This is an optimization exercise on Yosys and OpenROAD, whose aim is small area, a short achievable clock period and few clock cycles, not a production implementation.
RTL that was checked went through simulation tests only; none was proved equivalent to the original.
Power and IR drop assume default switching activity.

==> branch maple: inputs <==
Design fha_sponge, start of the top module:
module fha_sponge (
    input  wire        clk,
    input  wire        rst,         
    input  wire        bus_we,
    input  wire [1:0]  bus_addr,
    input  wire [31:0] bus_wdata,
    output reg  [31:0] bus_rdata
);
clock: 20.0 ns
lec_check: 0
abc_clock_period_in_ps: 9000
cap_margin: 30
core_margin: 2
core_utilization: 40
cts_cluster_diameter: 60
cts_cluster_size: 25
slew_margin: 30
standard.sh (not shown) runs the stock make flow with config.mk's settings and CLKGATE_MAP_FILE= SYNTH_SCRIPT=/design/flow/synth_recipe.tcl, a recipe that flattens the netlist after the stock synthesis.
==> flow/flow/run.sh <==
#!/bin/bash
# Standard layout, with timing repair aiming for a setup slack of 11.3 ns
# (a tighter target than the 20 ns clock) so the achieved period improves.
set -euo pipefail
bash standard.sh SETUP_SLACK_MARGIN=11.3 finish > layout.log 2>&1
==> branch indigo (differences from branch maple) <==
==> flow/flow/run.sh (replaced) <==
#!/bin/bash
# Standard layout, with timing repair aiming for a setup slack of 11 ns
# (a tighter target than the 20 ns clock) so the achieved period improves.
set -euo pipefail
bash standard.sh SETUP_SLACK_MARGIN=11 finish > layout.log 2>&1
CORE_UTILIZATION = 50   (was 40)
CTS_CLUSTER_DIAMETER = default   (was 60)
CTS_CLUSTER_SIZE = default   (was 25)
==> comparison table <==
|  | branch maple | branch indigo |
|---|---|---|
| Status | complete, no violations | complete, no violations |
| Clock Latency Late Sink | 0.85 ns | 0.84 ns |
| Crit. path cell count | 6 | 11 |
| Share of total power in sequential cells | 38.9% | 37.4% |
| Last element of the critical path | bus_rdata[8] | ra[467] |
| Setup Buffers After CTS | 8 | 5 |
| DRC marker count from the first detailed-route iteration | 11600 | 13300 |
| Final clock skew | 0.0709 ns | 0.0651 ns |
| DRT met1 WL | 154 mm | 136 mm |
| Non-Filler Instances | 9658 | 9134 |
| Number of standard-cell rows in the floorplan | 162 | 145 |
| Post-cts sizing count | 182 | 147 |
| Routed met3 length | 43.6 mm | 54.2 mm |
| Via density | 6.55 | 7.07 |
| ClkCell Share | 4.93% | 6.08% |
| Net switching power figure | 3.96 mW | 3.89 mW |
| Clock group total power | 2.67 mW | 3.07 mW |
| Data arrival at the endpoint of the critical path | 4.84 ns | 9.56 ns |
| Slowest-stage cell, CP | sky130_fd_sc_hd__ha_4 | sky130_fd_sc_hd__and3_2 |
| Crit path launch | bus_addr[1] | bus_wdata[12] |
| Die Span Y | 447 µm | 401 µm |
| Maximum clock frequency | 113 MHz | 111 MHz |
Testbench counts of branch maple, summed over its fixed seeds: cycles 36,595.
Testbench counts of branch indigo, summed over its fixed seeds: cycles 36,595.


==> v17: inputs <==
fha_sponge, a different RTL version from the one above (not shown whole).
==> flow/config.mk <==
export PLATFORM = sky130hd
export DESIGN_NAME = fha_sponge
export DESIGN_NICKNAME = fha_sponge
export VERILOG_FILES = /design/flow/design.v
export SDC_FILE = /design/flow/constraint.sdc
export NUM_CORES = 8
export LEC_CHECK = 0
export ABC_CLOCK_PERIOD_IN_PS = 9000
export CAP_MARGIN = 30
export CORE_MARGIN = 2
export CORE_UTILIZATION = 40
export CTS_BUF_LIST = sky130_fd_sc_hd__clkbuf_8
export SLEW_MARGIN = 30
==> flow/constraint.sdc <==
create_clock -name core_clock -period 20.0 [get_ports {clk}]
set_input_delay 4.0000 -clock core_clock [delete_from_list [all_inputs] [get_ports {clk}]]
set_output_delay 4.0000 -clock core_clock [all_outputs]
set_load 0.01 [all_outputs]
==> flow/flow/run.sh <==
#!/bin/bash
# Standard layout, with timing repair aiming for a setup slack of 11 ns
# (a tighter target than the 20 ns clock) so the achieved period improves.
set -euo pipefail
bash standard.sh SETUP_SLACK_MARGIN=11 finish > layout.log 2>&1
==> v30: changes against v17 <==
--- a/flow/design.v
+++ b/flow/design.v
@@ -263,17 +263,17 @@
             3'd2: init_lane = 64'h0000434343434343;
             3'd3: init_lane = {56'd0, pend[14:7]};
             default: init_lane = 64'd0;
         endcase
     end
     wire [63:0] a_head = ra[63:0] ^ xa;
     wire [63:0] b_head = rb[63:0] ^ xb;
-    wire [63:0] a_in = perm_step ? xl : init_step ? init_lane : ra[63:0];
+    wire [63:0] a_in = perm_step ? xl : init_step ? init_lane : a_head;
     wire [63:0] b_in = perm_step ? (ra[63:0] ^ f_c ^ tcor[511:448]) :
-                       init_step ? 64'd0 : rb[63:0];
+                       init_step ? 64'd0 : b_head;
     reg [511:0] ra_n, rb_n;
     integer k;
     always @* begin
         ra_n = ra;
         rb_n = rb;
         if (sh_a) begin
             ra_n = {a_in, ra[511:64]};
@@ -295,15 +295,14 @@
     wire completing = (exec && exec_done) || perm_last || init_last;
     wire accept = cmd_write && (!busy || completing);
     always @(posedge clk) begin
         ra <= ra_n;
         rb <= rb_n;
         xl <= rb[63:0];
         f1a <= f_a;
-        tacc <= soh[0] ? f_c : t_all;    
         f1r <= f_r;
         if (pre_step) begin
             pre  <= 1'b0;
             s1oh <= {s1oh[6:0], s1oh[7]};
         end
         if (sh_a && !perm_step && !init_step) aoff <= aoff + 3'd1;
         if (sh_b && !perm_go && !init_step) boff <= boff + 3'd1;
@@ -311,14 +310,15 @@
             stp  <= stp + 3'd1;
             soh  <= {soh[6:0], soh[7]};
             if (!soh[7]) s1oh <= {s1oh[6:0], s1oh[7]};
             if (soh[7]) begin
                 rnd <= rnd + 3'd1;
                 pre <= 1'b1;
             end
+            tacc <= soh[0] ? f_c : t_all;
             if (soh[0]) begin
                 a0r <= f1a;
                 b0r <= f_b;
             end
             if (soh[1]) b1r <= f_b;
         end
         if (init_step) stp <= stp + 3'd1;
@@ -400,13 +400,15 @@
                 fsm <= S_CMD;        
             end else if (completing) begin
                 fsm <= S_IDLE;
             end
         end
     end
     wire [31:0] status = {9'd0, outpos, 1'b0, fill, err, rsel, sqz, v, busy};
-    wire rd_status = !bus_addr[1] &&  bus_addr[0];
-    wire rd_dout   =  bus_addr[1] && !bus_addr[0];
     always @* begin
-        bus_rdata = ({32{rd_status}} & status) | ({32{rd_dout}} & {24'd0, dout});
+        case (bus_addr)
+            2'd1:    bus_rdata = status;
+            2'd2:    bus_rdata = {24'd0, dout};
+            default: bus_rdata = 32'd0;
+        endcase
     end
 endmodule
==> flow/flow/run.sh (replaced) <==
#!/bin/bash
# Standard layout, with timing repair aiming for a setup slack of 11 ns
# (a tighter target than the 20 ns clock) so the achieved period improves.
set -euo pipefail
bash standard.sh SETUP_SLACK_MARGIN=11.6 finish > layout.log 2>&1
--- a/flow/config.mk
+++ b/flow/config.mk
@@ -5,9 +5,10 @@
 export SDC_FILE = /design/flow/constraint.sdc
 export NUM_CORES = 8
 export LEC_CHECK = 0
 export ABC_CLOCK_PERIOD_IN_PS = 9000
 export CAP_MARGIN = 30
 export CORE_MARGIN = 2
 export CORE_UTILIZATION = 40
-export CTS_BUF_LIST = sky130_fd_sc_hd__clkbuf_8
+export CTS_CLUSTER_DIAMETER = 60
+export CTS_CLUSTER_SIZE = 25
 export SLEW_MARGIN = 30
==> v22: changes against v17 <==
--- a/flow/design.v
+++ b/flow/design.v
@@ -217,17 +217,18 @@
     wire exec_done = e_illegal || is_clrerr || e_config || e_seq ||
                      (do_abs && !abs_end) || do_sq;
     wire exec_perm = abs_end || do_fin || sq_perm;
     wire perm_go   = (fsm == S_PERM) && (aoff == 3'd0) && (boff == 3'd0);
     wire pre_step  = perm_go && pre;
     wire perm_step = perm_go && !pre;
     wire init_step = (fsm == S_INIT);
-    wire [63:0] rc;
+    wire [63:0] rc_n;
+    reg  [63:0] rc;      
     wire [63:0] f_a, f_r, f_b, f_c;
-    fha_rc_rom u_rom (.round(rnd), .lane(stp), .rc(rc));
+    fha_rc_rom u_rom (.round(rnd), .lane(pre ? stp : stp + 3'd1), .rc(rc_n));
     fha_round_s1 u_f1 (
         .sel(s1oh),
         .w0(rb[63:0]), .w1(rb[127:64]), .w2(rb[191:128]), .w3(rb[255:192]),
         .a0(a0r), .b0(b0r), .b1(b1r),
         .a_out(f_a), .ra_out(f_r)
     );
     fha_round_s2 u_f2 (.a(f1a), .ra(f1r), .rc(rc), .b_out(f_b), .c_out(f_c));
@@ -263,17 +264,17 @@
             3'd2: init_lane = 64'h0000434343434343;
             3'd3: init_lane = {56'd0, pend[14:7]};
             default: init_lane = 64'd0;
         endcase
     end
     wire [63:0] a_head = ra[63:0] ^ xa;
     wire [63:0] b_head = rb[63:0] ^ xb;
-    wire [63:0] a_in = perm_step ? xl : init_step ? init_lane : ra[63:0];
+    wire [63:0] a_in = perm_step ? xl : init_step ? init_lane : a_head;
     wire [63:0] b_in = perm_step ? (ra[63:0] ^ f_c ^ tcor[511:448]) :
-                       init_step ? 64'd0 : rb[63:0];
+                       init_step ? 64'd0 : b_head;
     reg [511:0] ra_n, rb_n;
     integer k;
     always @* begin
         ra_n = ra;
         rb_n = rb;
         if (sh_a) begin
             ra_n = {a_in, ra[511:64]};
@@ -293,17 +294,17 @@
     wire perm_last = perm_step && (rnd == 3'd7) && (stp == 3'd7);
     wire init_last = init_step && (stp == 3'd7);
     wire completing = (exec && exec_done) || perm_last || init_last;
     wire accept = cmd_write && (!busy || completing);
     always @(posedge clk) begin
         ra <= ra_n;
         rb <= rb_n;
+        rc <= rc_n;
         xl <= rb[63:0];
         f1a <= f_a;
-        tacc <= soh[0] ? f_c : t_all;    
         f1r <= f_r;
         if (pre_step) begin
             pre  <= 1'b0;
             s1oh <= {s1oh[6:0], s1oh[7]};
         end
         if (sh_a && !perm_step && !init_step) aoff <= aoff + 3'd1;
         if (sh_b && !perm_go && !init_step) boff <= boff + 3'd1;
@@ -311,14 +312,15 @@
             stp  <= stp + 3'd1;
             soh  <= {soh[6:0], soh[7]};
             if (!soh[7]) s1oh <= {s1oh[6:0], s1oh[7]};
             if (soh[7]) begin
                 rnd <= rnd + 3'd1;
                 pre <= 1'b1;
             end
+            tacc <= soh[0] ? f_c : t_all;
             if (soh[0]) begin
                 a0r <= f1a;
                 b0r <= f_b;
             end
             if (soh[1]) b1r <= f_b;
         end
         if (init_step) stp <= stp + 3'd1;
--- a/flow/config.mk
+++ b/flow/config.mk
@@ -5,9 +5,8 @@
 export SDC_FILE = /design/flow/constraint.sdc
 export NUM_CORES = 8
 export LEC_CHECK = 0
 export ABC_CLOCK_PERIOD_IN_PS = 9000
 export CAP_MARGIN = 30
 export CORE_MARGIN = 2
 export CORE_UTILIZATION = 40
-export CTS_BUF_LIST = sky130_fd_sc_hd__clkbuf_8
 export SLEW_MARGIN = 30
==> comparison table <==
| quantity | v22 | v30 | v17 |
|---|---|---|---|
| Count of non-filler cells in the finished layout | 9820 | 9666 | 10081 |
| Utilization after layout | 0.454 | 0.452 | 0.454 |
| Worst Setup EP | bus_rdata[3] | bus_rdata[8] | rb[12]$_DFF_P_ |
| Area share of fa/ha/maj cells after synthesis | 0.0563 | 0.0579 | 0.0575 |
| Post-CTS sizing | 43 | 208 | 47 |
| Worst setup slack after layout | 11100 ps | 11070 ps | 10900 ps |
| Fraction of the yosys area taken by sequential cells | 0.546 | 0.541 | 0.533 |
| Net Sw Frac | 0.213 | 0.400 | 0.253 |
| Met1 wire length | 143000 um | 154000 um | 170000 um |
| Filler Cell Count | 18304 | 17950 | 18305 |
| Drt wl/cell | 38.2 um | 41.8 um | 41.4 um |
| Grt met3 use | 0.112 | 0.105 | 0.145 |
| Iteration-0 DRC count of the detailed router | 11465 | 11990 | 12104 |
| Relative slew slack | 0.202 | 0.177 | 0.241 |
| Multiplexer fraction of the synthesized cell area | 0.00376 | 0.00661 | 0.0104 |
| Buffering overhead | 0.0257 | 0.0310 | 0.0285 |
| Maximum buffer depth of the clock tree | 3 | 3 | 4 |
| Number of non-clock inverters | 177 | 261 | 255 |
| Number of flops mapped to enable cells by yosys | 1153 | 1153 | 1089 |
| Start point of the worst hold path | ra[197]$_DFFE_PP_ | ra[469]$_DFFE_PP_ | rb[62]$_DFF_P_ |
| Minimum period implied by the final worst setup slack | 8900 ps | 8930 ps | 9100 ps |
| Area of the mapped netlist | 80300 um2 | 78600 um2 | 78500 um2 |
| Sort of element at the start of the critical path | input port | input port | flip-flop |
| Run status | complete, no violations | complete, no violations | complete, no violations |
| End point of the most critical hold path | ra[133]$_DFFE_PP_ | ra[405]$_DFFE_PP_ | xl[62]$_DFF_P_ |
Testbench counts of v30, summed over its fixed seeds: cycles 36,595.
For v17 and v22, only the layout was checked, not whether the RTL still works.

[re-timing with driven ports]
No port has a modelled driver above. Below, the same layouts with a new extraction and two added sets of constraints.
Step 1 sets driving cells, clkbuf_16 on the clock port and buf_2 on the other inputs (assumed; they add their load-dependent delay and slew).
Step 2 times the ports against the registers' clock, not the clock port: input delays grow and output delays shrink by t, the midpoint of the rising clock arrivals with the driver on.
Three values: ideal, step 1, step 2; two values: the first two.
run	t, ns	setup WS [ns]	worst setup path at the end	pins driven straight from the clock port
branch maple	0.908	11.155 / 11.095 / 10.468	input to register	1
branch indigo	0.887	10.991 / 10.995 / 10.108	input to register	1
v17	1.108	10.903 / 10.903 / 10.140	input to register	1
v30	0.872	11.074 / 11.003 / 10.797	input to register	1
v22	0.932	11.099 / 11.074 / 10.243	input to register	1
After both steps setup and hold are still met in every run listed. The setup slack of branch indigo, which loses most, moves by +0.004 ns with the drivers and by -0.883 ns with both steps.
